Context: an optimization exercise on an open-source flow, tuned for a short achievable clock period and few clock cycles. The choices shown serve that exercise and are no tape-out recipe. No run shown here included a check of the RTL's function; only the layout flow was run. No activity file was given, so power comes from the tool's default toggle rates.

===== config.mk =====
export PLATFORM = sky130hd
export DESIGN_NAME = acb_stream
export DESIGN_NICKNAME = acb_stream
export VERILOG_FILES = /design/flow/design.v
export SDC_FILE = /design/flow/constraint.sdc
export NUM_CORES = 4
export LEC_CHECK = 0
export CAP_MARGIN = 20
export CORE_MARGIN = 2
export CORE_UTILIZATION = 40
export SLEW_MARGIN = 20

===== constraint.sdc =====
create_clock -name core_clock -period 10.0 [get_ports {clk}]
set_input_delay 2.0000 -clock core_clock [delete_from_list [all_inputs] [get_ports {clk}]]
set_output_delay 2.0000 -clock core_clock [all_outputs]
set_load 0.01 [all_outputs]

===== design.v =====
module acb_stream (
    input  wire        clk,
    input  wire        rst,
    input  wire        start,
    input  wire [1:0]  op,
    input  wire [15:0] arg0,
    input  wire [12:0] in_len,
    output reg         done,
    output reg  [12:0] out_len,
    output reg  [12:0] in_pos,
    output reg  [2:0]  err_code,
    output reg  [15:0] err_info,
    output wire [11:0] in_addr,
    input  wire [7:0]  in_rdata,
    output wire [11:0] out_raddr,
    input  wire [7:0]  out_rdata,
    output reg         out_we,
    output reg  [11:0] out_waddr,
    output reg  [7:0]  out_wdata
);
    localparam [2:0] E_NONE       = 3'd0;
    localparam [2:0] E_INVALIDARG = 3'd1;
    localparam [2:0] E_ILLEGAL    = 3'd2;
    localparam [2:0] E_UNEXPEND   = 3'd3;
    localparam [2:0] E_DATA       = 3'd4;
    localparam [2:0] E_CAPACITY   = 3'd5;
    localparam [1:0] SEL_LIT = 2'd0,    
                     SEL_MEM = 2'd1,    
                     SEL_H1  = 2'd2,    
                     SEL_H2  = 2'd3;    
    localparam [2:0] I_ZERO = 3'd0, I_HP = 3'd1, I_LEN = 3'd2, I_CAP = 3'd3,
                     I_ARG  = 3'd4, I_OP = 3'd5;
    reg        st_r;        
    reg [1:0]  op_r;
    reg [15:0] arg_r;
    reg [12:0] len_r;
    reg [15:0] arg_h;       
    reg        run;         
    reg        m_cmp, m_dec, m_mat;
    reg [12:0] len;         
    reg [12:0] hp;          
    reg [12:0] rem;         
    reg        remz, rem1;  
    reg [12:0] P;           
    reg [12:0] room;        
    reg        roomz;       
    reg [7:0]  z;           
    reg        zf;          
    reg [7:0]  zc;          
    reg        zcf;         
    reg [8:0]  fsh;         
    reg        exh;         
    reg        pf;          
    reg [4:0]  cc;          
    reg        cact;        
    reg [1:0]  csel;        
    reg        bad_r;       
    reg [11:0] ia;          
    reg        iv;          
    reg        rv;          
    reg [7:0]  ird;         
    reg        irv;
    reg [7:0]  q  [0:7];
    reg        qz [0:7];    
    reg [3:0]  n;
    assign in_addr = ia;
    wire v0 = (n != 4'd0);
    wire v1 = (n[3:1] != 3'd0);
    wire [7:0] w0 = q[0];
    wire [7:0] w1 = q[1];
    wire w0z = qz[0];
    wire w1z = qz[1];
    wire full = P[12];      
    reg        emit;        
    reg [1:0]  e_sel;
    reg [7:0]  e_byte;
    reg [1:0]  pop;
    reg        fin;         
    reg [2:0]  f_code;
    reg [2:0]  f_info;
    reg        mstart;      
    reg        fload;       
    reg        zset, zinc, zclr;
    wire [11:0] m_off = {w0[7:4], w1};
    wire        m_bad = (m_off == 12'd0) || ({1'b0, m_off} > P) ||
                        ({9'd0, w0[3:0]} + 13'd3 > room);
    wire [11:0] m_src = P[11:0] - m_off;
    wire [1:0]  m_sel = (m_off == 12'd1) ? SEL_H1 :
                        (m_off == 12'd2) ? SEL_H2 : SEL_MEM;
    always @(*) begin
        emit   = 1'b0;
        e_sel  = SEL_LIT;
        e_byte = 8'h00;
        pop    = 2'd0;
        fin    = 1'b0;
        f_code = E_NONE;
        f_info = I_ZERO;
        mstart = 1'b0;
        fload  = 1'b0;
        zset   = 1'b0;
        zinc   = 1'b0;
        zclr   = 1'b0;
        if (st_r) begin
            if (op_r == 2'd3) begin
                fin = 1'b1; f_code = E_ILLEGAL; f_info = I_OP;
            end else if (op_r == 2'd2 && arg_r > 16'd4096) begin
                fin = 1'b1; f_code = E_INVALIDARG; f_info = I_ARG;
            end
        end else if (run) begin
            if (m_cmp) begin
                if (remz) begin
                    if (zf) begin
                        emit = 1'b1; zclr = 1'b1;
                    end else begin
                        fin = 1'b1;
                    end
                end else if (v0) begin
                    if (!w0z) begin
                        emit = 1'b1;
                        if (zf) begin
                            zclr = 1'b1;
                        end else begin
                            e_byte = w0; pop = 2'd1;
                        end
                    end else if (!zf) begin
                        emit = 1'b1; pop = 2'd1; zset = 1'b1;
                    end else if (rem1 || v1) begin
                        pop = 2'd1;
                        if (rem1 || !w1z || z == 8'hff) begin
                            emit = 1'b1; e_byte = z; zclr = 1'b1;
                        end else begin
                            zinc = 1'b1;
                        end
                    end
                end
            end else if (m_dec) begin
                if (zcf) begin
                    emit = 1'b1;
                end else if (remz) begin
                    fin = 1'b1;
                end else if (v0) begin
                    if (!w0z) begin
                        emit = 1'b1; e_byte = w0; pop = 2'd1;
                    end else if (rem1) begin
                        fin = 1'b1; f_code = E_UNEXPEND; f_info = I_LEN;
                    end else if (v1) begin
                        emit = 1'b1; pop = 2'd2; zset = 1'b1;
                    end
                end
            end else begin
                if (bad_r) begin
                    fin = 1'b1; f_code = E_DATA;
                end else if (cact) begin
                    emit = 1'b1; e_sel = csel;
                    if (exh && v0 && !remz) begin
                        pop = 2'd1; fload = 1'b1;
                    end
                end else if (roomz) begin
                    fin = 1'b1;
                end else if (exh) begin
                    if (remz) begin
                        fin = 1'b1; f_code = E_UNEXPEND; f_info = I_HP;
                    end else if (v0) begin
                        pop = 2'd1; fload = 1'b1;
                    end
                end else if (fsh[8]) begin
                    if (remz) begin
                        fin = 1'b1; f_code = E_UNEXPEND; f_info = I_HP;
                    end else if (v0) begin
                        emit = 1'b1; e_byte = w0; pop = 2'd1;
                    end
                end else begin
                    if (remz || rem1) begin
                        fin = 1'b1; f_code = E_UNEXPEND; f_info = I_HP;
                    end else if (v1) begin
                        emit = 1'b1; pop = 2'd2; mstart = 1'b1;
                        e_sel = m_sel;
                    end
                end
            end
            if (emit && full) begin
                emit   = 1'b0;
                mstart = 1'b0;
                fin    = 1'b1;
                f_code = E_CAPACITY;
                f_info = I_CAP;
            end
        end
    end
    reg [11:0] ra;           
    reg        p1_v, p2_v;
    reg [1:0]  p1_sel, p2_sel;
    reg [7:0]  p1_b, p2_b;
    reg        p1_fin, p2_fin;
    reg [2:0]  p1_code;
    reg [2:0]  p1_info;
    reg        p1_pos;       
    reg        p1_pf;
    reg [11:0] wa;           
    reg [7:0]  h2;           
    assign out_raddr = ra;
    wire busy = st_r | run | p1_fin | p2_fin;
    wire go   = start & ~busy;
    reg [7:0] wd;
    always @(*) begin
        case (p2_sel)
            SEL_LIT: wd = p2_b;
            SEL_MEM: wd = out_rdata;
            SEL_H1:  wd = out_wdata;
            default: wd = h2;
        endcase
    end
    integer k;
    reg [7:0] qc0 [0:7];
    reg [7:0] qc1 [0:7];
    reg [7:0] qc2 [0:7];
    reg       qzc0 [0:7];
    reg       qzc1 [0:7];
    reg       qzc2 [0:7];
    wire      push = irv & run;
    wire      irdz = (ird == 8'h00);
    always @(*) begin
        for (k = 0; k < 8; k = k + 1) begin
            qc0[k]  = (push && n == k)     ? ird  : q[k];
            qc1[k]  = (push && n == k + 1) ? ird  : q[(k < 7) ? k + 1 : 7];
            qc2[k]  = (push && n == k + 2) ? ird  : q[(k < 6) ? k + 2 : 7];
            qzc0[k] = (push && n == k)     ? irdz : qz[k];
            qzc1[k] = (push && n == k + 1) ? irdz : qz[(k < 7) ? k + 1 : 7];
            qzc2[k] = (push && n == k + 2) ? irdz : qz[(k < 6) ? k + 2 : 7];
        end
    end
    wire [3:0]  n_p0   = n + {3'd0, push};
    wire [3:0]  n_p1   = n + {3'd0, push} - 4'd1;
    wire [3:0]  n_p2   = n + {3'd0, push} - 4'd2;
    wire [12:0] hp_p1  = hp + 13'd1;
    wire [12:0] hp_p2  = hp + 13'd2;
    wire [12:0] rem_m1 = rem - 13'd1;
    wire [12:0] rem_m2 = rem - 13'd2;
    wire        rem2   = (rem == 13'd2);
    wire        rem3   = (rem == 13'd3);
    wire        room1  = (room == 13'd1);
    always @(posedge clk) begin
        op_r  <= op;
        arg_r <= arg0;
        len_r <= in_len;
        ird   <= in_rdata;
        if (rst) begin
            st_r   <= 1'b0;
            run    <= 1'b0;
            bad_r  <= 1'b0;
            m_cmp  <= 1'b0;
            m_dec  <= 1'b0;
            m_mat  <= 1'b0;
            iv     <= 1'b0;
            rv     <= 1'b0;
            irv    <= 1'b0;
            ia     <= 12'd0;
            n      <= 4'd0;
            p1_v   <= 1'b0;
            p2_v   <= 1'b0;
            p1_fin <= 1'b0;
            p2_fin <= 1'b0;
            out_we <= 1'b0;
            done   <= 1'b0;
            out_len  <= 13'd0;
            in_pos   <= 13'd0;
            err_code <= E_NONE;
            err_info <= 16'd0;
            zf     <= 1'b0;
            zcf    <= 1'b0;
            cact   <= 1'b0;
            exh    <= 1'b1;
            pf     <= 1'b0;
        end else begin
            st_r <= go;
            irv <= rv;
            if (go) begin
                rv <= 1'b1;
                iv <= 1'b1;
                ia <= 12'd1;
            end else if (st_r || run) begin
                rv <= iv;
                iv <= ({1'b0, n} + irv + rv + iv < 5'd8);
                ia <= ia + {11'd0, iv};
            end else begin
                rv <= iv;
                iv <= 1'b0;
                ia <= 12'd0;
            end
            for (k = 0; k < 8; k = k + 1) begin
                case (pop)
                    2'd0:    begin q[k] <= qc0[k]; qz[k] <= qzc0[k]; end
                    2'd1:    begin q[k] <= qc1[k]; qz[k] <= qzc1[k]; end
                    default: begin q[k] <= qc2[k]; qz[k] <= qzc2[k]; end
                endcase
            end
            case (pop)
                2'd0: begin
                    n <= n_p0;
                end
                2'd1: begin
                    n <= n_p1; hp <= hp_p1; rem <= rem_m1;
                    remz <= rem1; rem1 <= rem2;
                end
                default: begin
                    n <= n_p2; hp <= hp_p2; rem <= rem_m2;
                    remz <= rem2; rem1 <= rem3;
                end
            endcase
            if (emit) begin
                P     <= P + 13'd1;
                room  <= room - 13'd1;
                roomz <= room1;
            end
            bad_r <= mstart && m_bad;
            if (mstart) begin
                out_len  <= P;
                err_info <= {3'd0, hp};
            end
            if (fin && run) begin
                run <= 1'b0;
                n   <= 4'd0;
            end
            if (zset) begin
                z <= 8'd1; zf <= 1'b1;
            end else if (zinc) begin
                z <= z + 8'd1;
            end else if (zclr) begin
                z <= 8'd0; zf <= 1'b0;
            end
            if (m_dec) begin
                if (zcf) begin
                    zc  <= zc - 8'd1;
                    zcf <= (zc != 8'd1);
                end else if (zset) begin
                    zc  <= w1;
                    zcf <= !w1z;
                end
            end
            if (cact) begin
                cc   <= cc - 5'd1;
                cact <= (cc != 5'd1);
                ra   <= ra + 12'd1;
            end else if (mstart) begin
                cc   <= {1'b0, w0[3:0]} + 5'd2;
                cact <= 1'b1;
                csel <= m_sel;
                ra   <= m_src;
            end
            if (fload) begin
                fsh <= {w0, 1'b1};
                exh <= 1'b0;
                pf  <= cact;
            end else if (emit && !cact) begin
                fsh <= {fsh[7:0], 1'b0};
                exh <= (fsh[6:0] == 7'd0);
                pf  <= 1'b0;
            end
            if (st_r) begin
                m_cmp <= (op_r == 2'd0);
                m_dec <= (op_r == 2'd1);
                m_mat <= (op_r == 2'd2);
                len   <= len_r;
                hp    <= 13'd0;
                rem   <= len_r;
                remz  <= (len_r == 13'd0);
                rem1  <= (len_r == 13'd1);
                P     <= 13'd0;
                room  <= arg_r[12:0];
                roomz <= (arg_r[12:0] == 13'd0);
                zf    <= 1'b0;
                zcf   <= 1'b0;
                cact  <= 1'b0;
                fsh   <= 9'h100;
                exh   <= 1'b1;
                pf    <= 1'b0;
                wa    <= 12'd0;
                n     <= 4'd0;
                arg_h <= arg_r;
                if (!fin)
                    run <= 1'b1;
            end
            p1_v    <= emit;
            p1_sel  <= e_sel;
            p1_b    <= e_byte;
            p1_fin  <= fin;
            p1_code <= f_code;
            p1_info <= f_info;
            p1_pos  <= (f_code == E_NONE);
            p1_pf   <= pf & m_mat;
            p2_v    <= p1_v && !bad_r;
            p2_sel  <= p1_sel;
            p2_b    <= p1_b;
            p2_fin  <= p1_fin;
            out_we  <= p2_v;
            done    <= p2_fin;
            if (p2_v) begin
                out_wdata <= wd;
                h2        <= out_wdata;
                out_waddr <= wa;
                wa        <= wa + 12'd1;
            end
            if (p1_fin) begin
                err_code <= p1_code;
                if (p1_code != E_DATA) begin
                    out_len <= P;
                    case (p1_info)
                        I_HP:    err_info <= {3'd0, hp};
                        I_LEN:   err_info <= {3'd0, len};
                        I_CAP:   err_info <= 16'd4096;
                        I_ARG:   err_info <= arg_h;
                        I_OP:    err_info <= 16'd3;
                        default: err_info <= 16'd0;
                    endcase
                end
                in_pos <= !p1_pos ? 13'd0 : p1_pf ? hp - 13'd1 : hp;
            end
        end
    end
endmodule

===== flow/run.sh =====
#!/bin/bash
bash standard.sh SETUP_SLACK_MARGIN=7 ABC_CLOCK_PERIOD_IN_PS=3000 finish > flow_standard.log 2>&1

===== standard.sh =====
#!/bin/bash
# synth_recipe.tcl (not shown) runs the flow's synth.tcl, then flattens the netlist and writes it again
# the make line also repeats each setting of config.mk as NAME=value (left out here)
make -C /OpenROAD-flow-scripts/flow DESIGN_CONFIG=/design/flow/config.mk WORK_HOME=/design/flow/orfs CLKGATE_MAP_FILE= SYNTH_SCRIPT=/design/flow/synth_recipe.tcl "${@:-finish}"

==> impl_metrics.tcl, run 1 <==
set metrics [dict create \
    worstSetupPathType "register to primary output" \
    report.final.hold_viol_count 0 \
    grt_pass1_wl_um 83600 \
    grt_max_degree 92 \
    via_per_inst 5.63 \
    synthTopCellsByCount "edfxtp_1 (268), nand2_1 (211), nor2_1 (137), dfxtp_1 (120), clkbuf_1 (81)" \
    dp_cells 2565 \
    synth-simple-area-share_pct 16.1 \
    cts-root-buf "clkbuf_16" \
    power_frac_comb_pct 7.0 \
    hp-class "register to register" \
    clk_latency_ps 570 \
    p_clk_share_pct 43.6 \
    ant_nets 0 \
    design.core.area_sq_um 49000 \
    cp.required_ps 8000 \
    initial_core_util_pct 40.5 \
    drive_gt1_share_pct 19.6 \
    drc 0 \
    syn_nets 1973 \
    antenna_found_initial 0 \
    drt_iter0_drc 1318 \
    syn_inst 1863 \
    wl_per_cell_um 19.9 \
    cp_top_family "flip-flops" \
    path_depth 1 \
    r2r_end "fsh[7]" \
    critPathBufInv 1 \
    ctsHoldBuffers 0 \
    clkTransAtPathRegs_ps 60 \
    synth_seq_cells 388 \
    yosysTopAreaCell "edfxtp_1" \
    synth-compound-area-share_pct 14.3 \
    ys_seq_area_share_pct 52.7 \
    numCtsBuffers 44 \
    num_rows 81 \
    finalSetupTns_ps 0 \
    synth.avg_cell_area_sq_um 10.6 \
    ios 141 \
    fin_cells 2715 \
    status "timing/DRC/antenna clean" \
    yosys_warnings 9 \
    worstMarginPinSlew_ps 921 \
    die_area_sq_um 51400 \
    ff2ff_path_depth 7 \
    intPower_mw 2.86 \
    endpoint_kind "primary output" \
    cp_max_fo 2 \
    clockBufferDepth 3 \
    final_core_util_pct 49.2 \
    cts_sinks 388 \
    fmax_ghz 0.319 \
    worst_setup_path_start_kind "register" \
    synth_top_area_share_pct 40.6 \
    async_reset_ff_share_pct 0 \
    slowest_delay_ps 410 \
    diodes 0 \
    worstPathArrival_ps 1140 \
    grt_use_total_pct 21.0 \
    peakVddDrop_uv 88.0 \
    grt-ovfl-total 0 \
    dpl.hpwl_um 35700 \
    synth_edf_count 268 \
    yosysMostFrequentCell "edfxtp_1" \
    power_frac_seq_pct 49.4 \
    leakage_nw 8.71 \
    synth_xor_area_share_pct 4.06 \
    finClkSkew_ps 14.9 \
    synth_top_family_by_area "simple AND/OR/NAND/NOR gates" \
    place.gp.congestion 0.880 \
    synthAdderAreaFrac_pct 3.86 \
    ctsHtreeMaxLevel 2 \
    max_slew_margin_pct 38.6 \
    synth_area_leaders "edfxtp_1 (41%), dfxtp_1 (12%), nand2_1 (4.0%)" \
    num_vias 15288 \
    netSwitchingFraction_pct 23.1 \
    cap_violations 0 \
    syn_to_final_growth_pct 21.3 \
    p_sw_mw 0.860 \
    r2r_start "roomz" \
    r2r_slack_ps 7080 \
    cp_slowest_cell "edfxtp_1" \
    drt_pass1_iterations 5 \
    startpoint "out_wdata[2]" \
    period_needed_ps 3140 \
    die_h_um 227 \
    wl_um 54100 \
    slew_violations 0 \
    rsz0062_at_grt "true" \
    muxShareOfSynthArea_pct 5.32 \
    fin_nets 2127 \
    grt_pass1_vias 14638 \
    setup_viol 0 \
    ys.flop_type "edfxtp_1" \
    total_power_mw 3.72 \
    cts_tree "yes" \
    ys_types 82 \
    period_share_pct 31.4 \
    die_w_um 227 \
    syn-cell-area_sq_um 19800 \
    io_buffer_count 140 \
    fin_hold_ws_ps 414 \
    cp-endpoint "out_wdata[2]" \
    power-per-cell-area_nw_per_um2 155 \
    crit_chain "buf_2" \
]
[area by class of cell]
cell class | instances | area [sq um]
inverter | 68 | 285
timing repair buffer | 219 | 2030
sequential | 388 | 10600
fill | 4421 | 24900
clock buffer | 61 | 1240
multi-input combinational | 1296 | 8940
tap | 664 | 831
clock inverter | 19 | 193
[worst min path at each step]
stage               from  cells past startpoint         to
2_1_floorplan  len_r[10]                      0    len[10]
3_3_place_gp     p1_b[3]                      0    p2_b[3]
3_5_place_dp     p1_b[0]                      0    p2_b[0]
4_1_cts        p1_sel[0]                      0  p2_sel[0]
5_1_grt          p1_b[7]                      0    p2_b[7]
6_report       p1_sel[0]                      0  p2_sel[0]
[registers in the layout, indices dropped and copies added, names as in the netlist, 16 cells and up]
signal	cells
q	64
arg_h	16
arg_r	16
err_info	16
[power groups by stage]
stage / logic [mW] / clock network (mW) / registers, mW
final: 0.262 / 1.62 / 1.84
after floorplan: 0.172 / 0 / 1.84
after global routing: 0.290 / 1.72 / 1.84
after detailed placement: 0.241 / 0 / 1.87
after CTS: 0.260 / 1.66 / 1.84
after global placement: 0.235 / 0 / 1.87
[stage by stage]
stage               worst slack, ps  area, sq um
floorplan                      6750        20000
global placement               5290        21900
detailed placement             5190        21900
CTS                            6820        23900
global route                   6820        24100
finish                         6860        24100
[repair_timing]
action                                 CTS  global route
setup buffers                           44            18
setup endpoints to repair              427           224
pin swaps                                9             4
gates cloned                             8             0
gates resized for setup                529            19
endpoints found under the hold margin    0             0
[cells in the final DEF, fill, tap and decap left out, drive strengths merged, types with 11 or more instances in the layout]
cell type,synthesis,layout
a21boi,11,11
a21oi,62,65
a22oi,13,13
a32oi,13,13
and2,15,15
and3,14,14
buf,36,170
clkbuf,82,61
clkdlybuf4s50,0,48
clkinv,1,16
dfxtp,120,120
edfxtp,268,268
ha,58,58
inv,67,66
mux2,28,28
mux2i,74,74
nand2,211,211
nand2b,11,11
nand3,47,47
nand4,18,18
nor2,137,139
nor2b,28,29
nor3,60,60
nor3b,24,24
nor4,35,35
o211ai,15,15
o21ai,81,81
o221ai,51,51
o311ai,34,34
or3,21,21
xnor2,62,62
xor2,30,30
[metal layers]
layer | vias to the layer above | track usage [%] | wire length, um
met5 | - | 0 | 0
met3 | 89 | 3.73 | 3190
met2 | 520 | 35.0 | 26000
li1 | 7303 | - | -
met4 | 0 | 5.96 | 1280
met1 | 7376 | 28.1 | 23600
[cell families after synthesis]
group | after synthesis
AND/OR/NAND/NOR | 650
flip-flops | 388
AO/OA/AOI/OAI | 385
buffers and inverters | 186
multiplexers | 102
XOR/XNOR | 92
adder cells (fa/ha/maj) | 60
==> inputs of run 2 (changes only) <==
--- a/design.v
+++ b/design.v
@@ -198,5 +198,10 @@
     reg        p1_pf;
     reg [11:0] wa;           
+    reg [7:0]  h1;           
     reg [7:0]  h2;           
+    reg [12:0] r_len;        
+    reg [12:0] r_pos;
+    reg [2:0]  r_code;
+    reg [15:0] r_info;
     assign out_raddr = ra;
     wire busy = st_r | run | p1_fin | p2_fin;
@@ -207,5 +212,5 @@
             SEL_LIT: wd = p2_b;
             SEL_MEM: wd = out_rdata;
-            SEL_H1:  wd = out_wdata;
+            SEL_H1:  wd = h1;
             default: wd = h2;
         endcase
@@ -242,4 +247,11 @@
     always @(posedge clk) begin
         op_r  <= op;
+        out_len  <= r_len;
+        in_pos   <= r_pos;
+        err_code <= r_code;
+        err_info <= r_info;
+        out_wdata <= wd;
+        out_waddr <= wa;
+        ra <= cact ? ra + 12'd1 : m_src;
         arg_r <= arg0;
         len_r <= in_len;
@@ -249,7 +261,4 @@
             run    <= 1'b0;
             bad_r  <= 1'b0;
-            m_cmp  <= 1'b0;
-            m_dec  <= 1'b0;
-            m_mat  <= 1'b0;
             iv     <= 1'b0;
             rv     <= 1'b0;
@@ -263,13 +272,4 @@
             out_we <= 1'b0;
             done   <= 1'b0;
-            out_len  <= 13'd0;
-            in_pos   <= 13'd0;
-            err_code <= E_NONE;
-            err_info <= 16'd0;
-            zf     <= 1'b0;
-            zcf    <= 1'b0;
-            cact   <= 1'b0;
-            exh    <= 1'b1;
-            pf     <= 1'b0;
         end else begin
             st_r <= go;
@@ -315,6 +315,6 @@
             bad_r <= mstart && m_bad;
             if (mstart) begin
-                out_len  <= P;
-                err_info <= {3'd0, hp};
+                r_len  <= P;
+                r_info <= {3'd0, hp};
             end
             if (fin && run) begin
@@ -341,10 +341,8 @@
                 cc   <= cc - 5'd1;
                 cact <= (cc != 5'd1);
-                ra   <= ra + 12'd1;
             end else if (mstart) begin
                 cc   <= {1'b0, w0[3:0]} + 5'd2;
                 cact <= 1'b1;
                 csel <= m_sel;
-                ra   <= m_src;
             end
             if (fload) begin
@@ -396,23 +394,22 @@
             done    <= p2_fin;
             if (p2_v) begin
-                out_wdata <= wd;
-                h2        <= out_wdata;
-                out_waddr <= wa;
-                wa        <= wa + 12'd1;
+                h1 <= wd;
+                h2 <= h1;
+                wa <= wa + 12'd1;
             end
             if (p1_fin) begin
-                err_code <= p1_code;
+                r_code <= p1_code;
                 if (p1_code != E_DATA) begin
-                    out_len <= P;
+                    r_len <= P;
                     case (p1_info)
-                        I_HP:    err_info <= {3'd0, hp};
-                        I_LEN:   err_info <= {3'd0, len};
-                        I_CAP:   err_info <= 16'd4096;
-                        I_ARG:   err_info <= arg_h;
-                        I_OP:    err_info <= 16'd3;
-                        default: err_info <= 16'd0;
+                        I_HP:    r_info <= {3'd0, hp};
+                        I_LEN:   r_info <= {3'd0, len};
+                        I_CAP:   r_info <= 16'd4096;
+                        I_ARG:   r_info <= arg_h;
+                        I_OP:    r_info <= 16'd3;
+                        default: r_info <= 16'd0;
                     endcase
                 end
-                in_pos <= !p1_pos ? 13'd0 : p1_pf ? hp - 13'd1 : hp;
+                r_pos <= !p1_pos ? 13'd0 : p1_pf ? hp - 13'd1 : hp;
             end
         end
==> run 2 against run 1 <==
  * Sequential cell count rose by 53
  * Combinational power is 27% higher
  * Via count decreased by 7.6%
  * First-iteration DRC count is 10% lower
  * Hold slack got worse by 73 ps
  * Die area up 3.0%
  * Core utilization grew 0.11 points
  * Still clean on timing, DRC and antenna
  * Setup slack better by 82 ps
  * Synthesized area increased by 3.1%
  * Register-to-register slack improved by 20 ps
  * Sequential share of layout area increased by 4.2 points
==> impl_metrics.tcl, run 2 <==
set metrics [dict create \
    leakage_nw 9.16 \
    hold_depth 0 \
    cp.required_ps 8000 \
    status "timing/DRC/antenna clean" \
    layout_commonest_cell "edfxtp_1" \
    fmax_ghz 0.327 \
    max_slew_margin_pct 29.9 \
    diodes 0 \
    yosysTopAreaCell "edfxtp_1" \
    setup_viol 0 \
    synth_seq_cells 441 \
    report.final.hold_viol_count 0 \
    power-per-cell-area_nw_per_um2 174 \
    finalSetupTns_ps 0 \
    io_buffer_count 140 \
    clockBufferDepth 3 \
    antenna_found_initial 0 \
    grt_pass1_wl_um 77700 \
    grt_pass1_vias 14010 \
    synth_area_leaders "edfxtp_1 (44%), dfxtp_1 (14%), mux2i_1 (4.7%)" \
    synth_edf_count 297 \
    fill_cells 4484 \
    critPathBufInv 1 \
    place.gp.congestion 0.860 \
    worstSetupPathType "register to primary output" \
    finClkSkew_ps 16.0 \
    drt_pass1_iterations 5 \
    final_core_util_pct 49.3 \
    drive_gt1_share_pct 18.2 \
    synth_top_area_share_pct 43.6 \
    ys_types 82 \
    worstMarginPinSlew_ps 1040 \
    design.core.area_sq_um 50300 \
    cp-endpoint "in_addr[1]" \
    num_rows 82 \
    period_share_pct 30.5 \
    syn_inst 1758 \
    drt_iter0_drc 1182 \
    numCtsBuffers 48 \
    cts_sinks 441 \
    cp_slowest_cell "dfxtp_2" \
    worst_setup_path_start_kind "register" \
    total_power_mw 4.31 \
    die_w_um 230 \
    cts-root-buf "clkbuf_16" \
    synthTopCellsByCount "edfxtp_1 (297), dfxtp_1 (144), nor2_1 (135), o21ai_0 (130), nand2_1 (115)" \
    startpoint "ia[1]" \
    worstPathArrival_ps 1050 \
    r2r_slack_ps 7100 \
    die_area_sq_um 52900 \
    cp_top_family "flip-flops" \
    peakVddDrop_uv 122 \
    hp-class "register to register" \
    ctsHtreeMaxLevel 2 \
    layout_common_cells "edfxtp_1 (297), nor2_1 (133), o21ai_0 (129)" \
    die_h_um 230 \
    largest_reg_flops 64 \
    dpl.hpwl_um 32200 \
    cp_max_fo 2 \
    num_vias 14130 \
    yosys_warnings 9 \
    syn-cell-area_sq_um 20400 \
    largest-register "q" \
    fin_nets 2019 \
    wl_per_cell_um 18.9 \
    fin_hold_ws_ps 341 \
    endpoint_kind "primary output" \
    rsz0062_at_grt "true" \
    ant_nets 0 \
    initial_core_util_pct 40.7 \
    cts_tree "yes" \
    async_reset_ff_share_pct 0 \
    via_per_inst 5.39 \
    slowest_delay_ps 350 \
    clkTransAtPathRegs_ps 70 \
    ff2ff_path_depth 8 \
    grt_max_degree 77 \
    syn_nets 1868 \
    clk_latency_ps 600 \
    crit_chain "buf_6" \
    synth.avg_cell_area_sq_um 11.6 \
    yosysMostFrequentCell "edfxtp_1" \
    slew_violations 0 \
    ys_seq_area_share_pct 57.7 \
    r2r_start "cact" \
    cap_violations 0 \
    syn_to_final_growth_pct 21.2 \
    period_needed_ps 3050 \
    grt-ovfl-total 0 \
    ys.flop_type "edfxtp_1" \
    min_from "r_pos[7]" \
    path_depth 1 \
    grt_use_total_pct 18.5 \
    drc 0 \
    wl_um 49600 \
    ios 141 \
    r2r_end "rem[10]" \
]
run 2: kinds of logic (layout without fill, tap and decap cells):
logic type / after synthesis / count (layout) / share of synthesized area, %
and+or+nand+nor: 500 / 501 / 12.2
DFF: 441 / 441 / 57.7
AOI/OAI and AO/OA: 370 / 373 / 12.1
buffers and inverters: 162 / 349 / 3.18
muxes: 126 / 126 / 6.80
xor gates and xnor gates: 99 / 99 / 4.24
adders and majority gates: 60 / 60 / 3.75
run 2: layout make-up:
cell class | instances | area, sq um | area share, %
repair buffers | 194 | 1850 | 7.48
flip-flops and latches | 441 | 11900 | 48.0
well taps | 672 | 841 | 3.39
multi-input cells | 1159 | 8260 | 33.3
clock buffers | 65 | 1410 | 5.69
repair inverters | 3 | 22.5 | 0.0909
inverters | 62 | 241 | 0.975
clock inverters | 25 | 255 | 1.03
run 2: layer usage:
metal  global-route usage [%]  wire length [um]
met5                        0                 0
met3                     3.00              2730
met2                     30.5             23500
met1                     24.8             22100
met4                     6.33              1310
run 2: worst min-delay path by stage:
stage	to	slack, ps
6_report	in_pos[7]	340
3_3_place_gp	in_pos[6]	330
5_1_grt	in_pos[11]	350
4_1_cts	in_pos[7]	340
2_1_floorplan	err_code[0]	320
3_5_place_dp	in_pos[7]	330
run 2: repair_timing:
item,in CTS,in global routing
gates cloned,9,0
setup buffers,34,6
setup endpoints to repair,497,338
hold buffers,0,0
resized for setup,481,49
pin swaps,7,1
run 2: per-stage QoR:
stage / worst slack [ps] / area (sq um) / std cells
2_1_floorplan: 5600 / 20600 / 1758
3_3_place_gp: 4850 / 22500 / 2482
3_5_place_dp: 4810 / 22500 / 2482
4_1_cts: 6900 / 24500 / 2615
5_1_grt: 6910 / 24800 / 2621
6_report: 6950 / 24800 / 2621
run 2: report_power, final:
group,total [mW],switching (mW),internal (mW),leakage [nW]
logic,0.334,0.174,0.160,4.30
registers,2.12,0.0748,2.05,4.03
clock network,1.85,0.751,1.10,0.827
total,4.31,1.00,3.31,9.16
==> inputs of run 3 (changes only) <==
==> flow/run.sh (replaced) <==
#!/bin/bash
bash standard.sh SETUP_SLACK_MARGIN=7 ABC_CLOCK_PERIOD_IN_PS=3000 CORE_UTILIZATION=65 PLACE_DENSITY=0.75 finish > flow_standard.log 2>&1
==> run 3 against run 2 <==
  * Still clean on timing, DRC and antenna
  * Sequential power hardly changed
  * Fmax increased by 1.0%
  * Synthesized area did not move
  * Largest cell class unchanged
==> impl_metrics.tcl, run 3 <==
set metrics [dict create \
    drc 0 \
    largest_reg_flops 64 \
    ys_types 82 \
    setup_viol 0 \
    synth_seq_cells 441 \
    use_met1_pct 39.1 \
    grt_pass1_wl_um 76800 \
    drt_iter0_drc 1360 \
    place.gp.congestion 0.907 \
    ios 141 \
    rsz0062_at_grt "true" \
    peakVddDrop_uv 161 \
    worstPathArrival_ps 1020 \
    report.final.hold_viol_count 0 \
    wl_um 48800 \
    slowest_delay_ps 360 \
    grt-ovfl-total 0 \
    fin_area_sq_um 24300 \
    fmax_ghz 0.331 \
    synth.avg_cell_area_sq_um 11.6 \
    design.core.area_sq_um 30700 \
    grt_pass1_vias 14299 \
    status "timing/DRC/antenna clean" \
    worst_setup_path_start_kind "register" \
    ys_seq_area_share_pct 57.7 \
    cap_violations 0 \
    async_reset_ff_share_pct 0 \
    max_slew_margin_pct 35.2 \
    syn_inst 1758 \
    gr-usage-met3_pct 5.48 \
    num_rows 64 \
    period_needed_ps 3020 \
    cp.required_ps 8000 \
    clk_latency_ps 550 \
    die_w_um 181 \
    finalSetupTns_ps 0 \
    crit_chain "buf_6" \
    fin_nets 2023 \
    dpl.hpwl_um 30600 \
    grt_max_degree 86 \
    ctsHoldBuffers 0 \
    antenna_found_initial 0 \
    drive_gt1_share_pct 18.1 \
    slew_violations 0 \
    critPathBufInv 1 \
    yosysTopAreaCell "edfxtp_1" \
    cts_tree "yes" \
    yosysMostFrequentCell "edfxtp_1" \
    io_buffer_count 140 \
    ant_nets 0 \
    synth_top_area_share_pct 43.6 \
    diodes 0 \
    layout_commonest_cell "edfxtp_1" \
    ys.flop_type "edfxtp_1" \
    power-per-cell-area_nw_per_um2 170 \
    finClkSkew_ps 16.6 \
    endpoint_kind "primary output" \
    via_per_inst 6.25 \
    worstSetupPathType "register to primary output" \
    dpl_cell_area_sq_um 22100 \
    synth_edf_count 297 \
    cts_sinks 441 \
    p_sw_mw 0.946 \
    gr-usage-met2_pct 48.4 \
    synth_area_leaders "edfxtp_1 (44%), dfxtp_1 (14%), mux2i_1 (4.7%)" \
    layout_common_cells "edfxtp_1 (297), nor2_1 (133), o21ai_0 (130)" \
    yosys_warnings 9 \
    ctsHtreeMaxLevel 2 \
    die_area_sq_um 32900 \
    die_h_um 181 \
    num_vias 14666 \
    clockBufferDepth 3 \
    numCtsBuffers 45 \
    syn_nets 1868 \
    busiest_layer "met2" \
    cp_top_family "flip-flops" \
    largest-register "q" \
    netSwitchingFraction_pct 22.9 \
    r2r_slack_ps 7060 \
    syn_to_final_growth_pct 18.9 \
    clkTransAtPathRegs_ps 60 \
    wl_per_cell_um 20.8 \
    cp_slowest_cell "dfxtp_4" \
    period_share_pct 30.2 \
    initial_core_util_pct 66.5 \
    intPower_mw 3.18 \
    worstMarginPinSlew_ps 967 \
    leakage_nw 9.12 \
    synthTopCellsByCount "edfxtp_1 (297), dfxtp_1 (144), nor2_1 (135), o21ai_0 (130), nand2_1 (115)" \
    power_frac_comb_pct 8.3 \
    drt_pass1_iterations 6 \
    hp-class "register to register" \
    p_clk_share_pct 40.3 \
    cts-root-buf "clkbuf_16" \
    power_frac_seq_pct 51.4 \
    grt_use_total_pct 29.4 \
    syn-cell-area_sq_um 20400 \
    cp_max_fo 3 \
]
-- run 3: changes by cell type in the layout (fill, tap and decap cells not counted), moves of 2 or more --
cell       previous run  this run
bufinv_16             4         2
inv_4                 5         1
clkinv_1              8         3
dfxtp_1              86        90
clkinv_2              5        10
bufbuf_16             2         4
buf_2                37        40
inv_16                2         0
dfxtp_2              51        47
clkbuf_1              7        10
clkbuf_16            52        47
buf_6                55        52
buf_8                 2         0
buf_4                42        48
-- run 3: cell type report --
type / count / area (sq um)
inverters: 62 / 240
clock buffers: 64 / 1310
fillers: 1938 / 6450
repair buffers: 202 / 1960
clock inverters: 19 / 164
repair inverters: 2 / 15.0
well taps: 396 / 495
flip-flops and latches: 441 / 11900
multi-input cells: 1159 / 8230
-- run 3: metrics by stage --
step	util (%)	setup slack (ps)	std cells	total power [mW]	hold slack, ps
after floorplan	-	5600	1758	2.32	323
after global placement	71.9	4730	2207	2.44	325
after detailed placement	71.9	4680	2207	2.45	328
after CTS	77.8	6970	2332	4.12	343
after global routing	79.0	6960	2345	4.25	351
final	79.0	6980	2345	4.12	341
-- run 3: path summary, 6_finish.rpt --
check	start	to	cells past startpoint
setup / recovery	ra[10]	out_raddr[10]	1
hold / removal	r_pos[7]	in_pos[7]	0
setup reg to reg	n[1]	q[7][5]	6
hold reg to reg	r_pos[7]	in_pos[7]	0
-- run 3: cells by family (layout without fill, tap and decap cells) --
group	count (synthesis)	count (layout)	synth area share, %
muxes	126	126	6.80
and+or+nand+nor	500	501	12.2
AOI/OAI and AO/OA	370	373	12.1
xor gates and xnor gates	99	99	4.24
DFF	441	441	57.7
adders and majority gates	60	60	3.75
buffers and inverters	162	349	3.18
-- run 3: layer usage --
| layer | up-vias | share of wire (%) | wire [um] |
|---|---|---|---|
| met4 | 0 | 3.6 | 1750 |
| met5 | - | 0 | 0 |
| met1 | 7041 | 41 | 19900 |
| met2 | 673 | 48 | 23500 |
| li1 | 6820 | - | - |
| met3 | 132 | 7.5 | 3650 |
-- run 3: worst reg2reg max path, delay by kind of cell, from the launching register on --
family | cells | cell delay [ps]
simple gates | 2 | 1040
flops | 1 | 460
mux | 1 | 340
buf+inv | 1 | 160
compound gates | 2 | 700
-- run 3: repair_timing --
action	CTS	global route
setup endpoints to repair	457	257
gates cloned	10	0
resized for setup	455	62
buffers inserted	32	13
pin swaps	6	4
-- run 3: power by group through the flow --
stage          Clock, mW  Combinational [mW]  Sequential [mW]
6_report            1.66               0.342             2.12
3_3_place_gp           0               0.289             2.15
4_1_cts             1.68               0.326             2.12
5_1_grt             1.75               0.374             2.13
3_5_place_dp           0               0.298             2.16
2_1_floorplan          0               0.187             2.13
==> inputs of run 4 (changes only) <==
==> flow/run.sh (replaced) <==
#!/bin/bash
bash standard.sh SETUP_SLACK_MARGIN=7 ABC_CLOCK_PERIOD_IN_PS=3000 CORE_UTILIZATION=65 PLACE_DENSITY=0.75 CTS_CLUSTER_SIZE=25 CTS_CLUSTER_DIAMETER=60 finish > flow_standard.log 2>&1
==> run 4 against run 3 <==
  * Combinational power about the same
  * Highest routed layer unchanged
  * Critical path depth unchanged
  * Via count decreased by 1.4%
==> impl_metrics.tcl, run 4 <==
set metrics [dict create \
    synth_edf_count 297 \
    pre_cts_slack_ps 4680 \
    clkTransAtPathRegs_ps 90 \
    total_power_mw 3.82 \
    wl_met2_um 23000 \
    synthAdderAreaFrac_pct 3.75 \
    design.core.area_sq_um 30700 \
    report.final.hold_viol_count 0 \
    muxShareOfSynthArea_pct 6.80 \
    yosysMostFrequentCell "edfxtp_1" \
    synth_top_area_share_pct 43.6 \
    slowest_delay_ps 360 \
    status "timing/DRC/antenna clean" \
    worstPathArrival_ps 1060 \
    power-per-cell-area_nw_per_um2 160 \
    fin_area_sq_um 23900 \
    clockBufferDepth 3 \
    place.gp.congestion 0.907 \
    async_reset_ff_share_pct 0 \
    diodes 0 \
    grt_pass1_wl_um 75700 \
    wl_per_cell_um 20.6 \
    numCtsBuffers 31 \
    cap_violations 0 \
    crit_chain "buf_6" \
    cp.required_ps 8000 \
    worstSetupPathType "register to primary output" \
    layout_common_cells "edfxtp_1 (297), nor2_1 (133), o21ai_0 (130)" \
    r2r_start "n[1]" \
    path_depth 1 \
    syn_nets 1868 \
    cts-root-buf "clkbuf_16" \
    fill_cells 2022 \
    ant_nets 0 \
    synth_area_leaders "edfxtp_1 (44%), dfxtp_1 (14%), mux2i_1 (4.7%)" \
    via_per_inst 6.23 \
    dr.max_layer_used "met4" \
    io_buffer_count 140 \
    synth-simple-area-share_pct 12.2 \
    rsz0062_at_grt "true" \
    yosys_warnings 9 \
    die_h_um 181 \
    drc 0 \
    largest_reg_flops 64 \
    wl_met3_um 3160 \
    initial_core_util_pct 66.5 \
    worst_setup_path_start_kind "register" \
    drive_gt1_share_pct 17.4 \
    ff2ff_path_depth 8 \
    ys_types 82 \
    largest-register "q" \
    antenna_found_initial 0 \
    grt_max_degree 86 \
    period_needed_ps 3060 \
    wl_um 47700 \
    cts_sinks 441 \
    synth_top_family_by_area "simple AND/OR/NAND/NOR gates" \
    leakage_nw 8.90 \
    period_share_pct 30.6 \
    num_vias 14460 \
    setup_viol 0 \
    yosysTopAreaCell "edfxtp_1" \
    clk_latency_ps 590 \
    syn_to_final_growth_pct 16.9 \
    synth_seq_cells 441 \
    syn_inst 1758 \
    slew_violations 0 \
    wl_met1_um 20000 \
    syn-cell-area_sq_um 20400 \
    critPathBufInv 1 \
    synth.avg_cell_area_sq_um 11.6 \
    die_area_sq_um 32900 \
    peakVddDrop_uv 187 \
    max_slew_margin_pct 34.4 \
    fin_nets 2010 \
    ios 141 \
    ctsHtreeMaxLevel 1 \
    drt_pass1_iterations 6 \
    num_rows 64 \
    synth-compound-area-share_pct 12.1 \
    endpoint_kind "primary output" \
    layout_commonest_cell "edfxtp_1" \
    ys.flop_type "edfxtp_1" \
    synthTopCellsByCount "edfxtp_1 (297), dfxtp_1 (144), nor2_1 (135), o21ai_0 (130), nand2_1 (115)" \
    synth_xor_area_share_pct 4.24 \
    grt_pass1_vias 14029 \
    finClkSkew_ps 19.5 \
    fmax_ghz 0.327 \
    grt_use_total_pct 28.7 \
    grt-ovfl-total 0 \
    cts_tree "yes" \
    r2r_end "q[7][5]" \
    worstMarginPinSlew_ps 978 \
    hp-class "register to register" \
    dpl_cell_area_sq_um 22100 \
    r2r_slack_ps 7080 \
    drt_iter0_drc 1394 \
    cp_max_fo 2 \
    setup_ws_ps 6940 \
    cp_top_family "flip-flops" \
    cp_slowest_cell "dfxtp_4" \
    ys_seq_area_share_pct 57.7 \
    startpoint "ia[2]" \
    cp-endpoint "in_addr[2]" \
    finalSetupTns_ps 0 \
    die_w_um 181 \
    dpl.hpwl_um 30600 \
]
[run 4: stage by stage]
stage	util [%]	std cells	hold slack, ps
2_1_floorplan	-	1758	323
3_3_place_gp	71.9	2207	325
3_5_place_dp	71.9	2207	328
4_1_cts	76.7	2307	343
5_1_grt	77.7	2320	357
6_report	77.7	2320	344
[run 4: layer usage]
| layer | global-route usage [%] | vias up |
|---|---|---|
| met5 | 0 | - |
| li1 | - | 6776 |
| met2 | 47.9 | 580 |
| met1 | 39.3 | 6978 |
| met3 | 4.25 | 126 |
| met4 | 8.65 | 0 |
[run 4: how the worst min path moves through the flow]
stage	startpoint	to	cells after the start
floorplan	r_code[0]	err_code[0]	0
global placement	r_pos[3]	in_pos[3]	0
detailed placement	r_pos[5]	in_pos[5]	0
CTS	r_pos[5]	in_pos[5]	0
global route	r_pos[7]	in_pos[7]	0
finish	r_pos[5]	in_pos[5]	0
[run 4: logic make-up (layout without fill, tap and decap cells)]
kind of cell               count (synthesis)  in the layout
AOI/OAI and AO/OA                        370            373
xor gates and xnor gates                  99             99
adders and majority gates                 60             60
buffers and inverters                    162            324
DFF                                      441            441
muxes                                    126            126
and+or+nand+nor                          500            501
[run 4: where the power goes]
group / switching, mW / leakage (nW) / internal [mW]
Sequential: 0.0725 / 4.03 / 2.04
Clock: 0.696 / 0.525 / 0.662
Combinational: 0.181 / 4.35 / 0.162
Total: 0.949 / 8.90 / 2.87
[run 4: cell type report]
| cell class | instances | area, sq um | area share [%] |
|---|---|---|---|
| clock inverter | 24 | 309 | 1.29 |
| timing repair inverter | 2 | 15.0 | 0.0628 |
| sequential | 441 | 11900 | 49.7 |
| inverter | 62 | 240 | 1.01 |
| timing repair buffer | 203 | 1950 | 8.15 |
| clock buffer | 33 | 783 | 3.28 |
| multi-input combinational | 1159 | 8220 | 34.4 |
| tap | 396 | 495 | 2.07 |
[run 4: repair_timing]
item / in CTS / in global routing
hold buffers: 0 / 0
setup endpoints to repair: 457 / 240
setup buffers: 34 / 13
gates cloned: 9 / 0
pin swaps: 6 / 3
gates resized for setup: 464 / 50

## port drivers added, routing unchanged
How much do the figures lean on ideal ports? The routed layouts below were timed once more, with nothing changed but the port constraints.
Step 1, drivers: a clkbuf_16 drives clk and a buf_2 each remaining input, both assumed.
Step 2 moves the port delays by t, midway between the first and last clock arrival at a register: inputs arrive t later, outputs are due t later. That takes back most of the time a late clock gives input paths.
Slacks: no drivers / after step 1 / after step 2; pairs: no drivers / after step 1.
run	t (ns)	setup WS [ns]	worst slew at a driven data input, ns
run 1	0.619	6.864 / 6.808 / 6.502	0.04
run 2	0.649	6.946 / 6.888 / 6.443	0.09
run 3	0.595	6.978 / 6.921 / 6.572	0.04
run 4	0.638	6.944 / 6.889 / 6.371	0.04
After both steps every run listed still meets setup and hold. For run 4, which loses most, drivers alone change the setup slack by -0.055 ns; drivers and shift together by -0.573 ns.
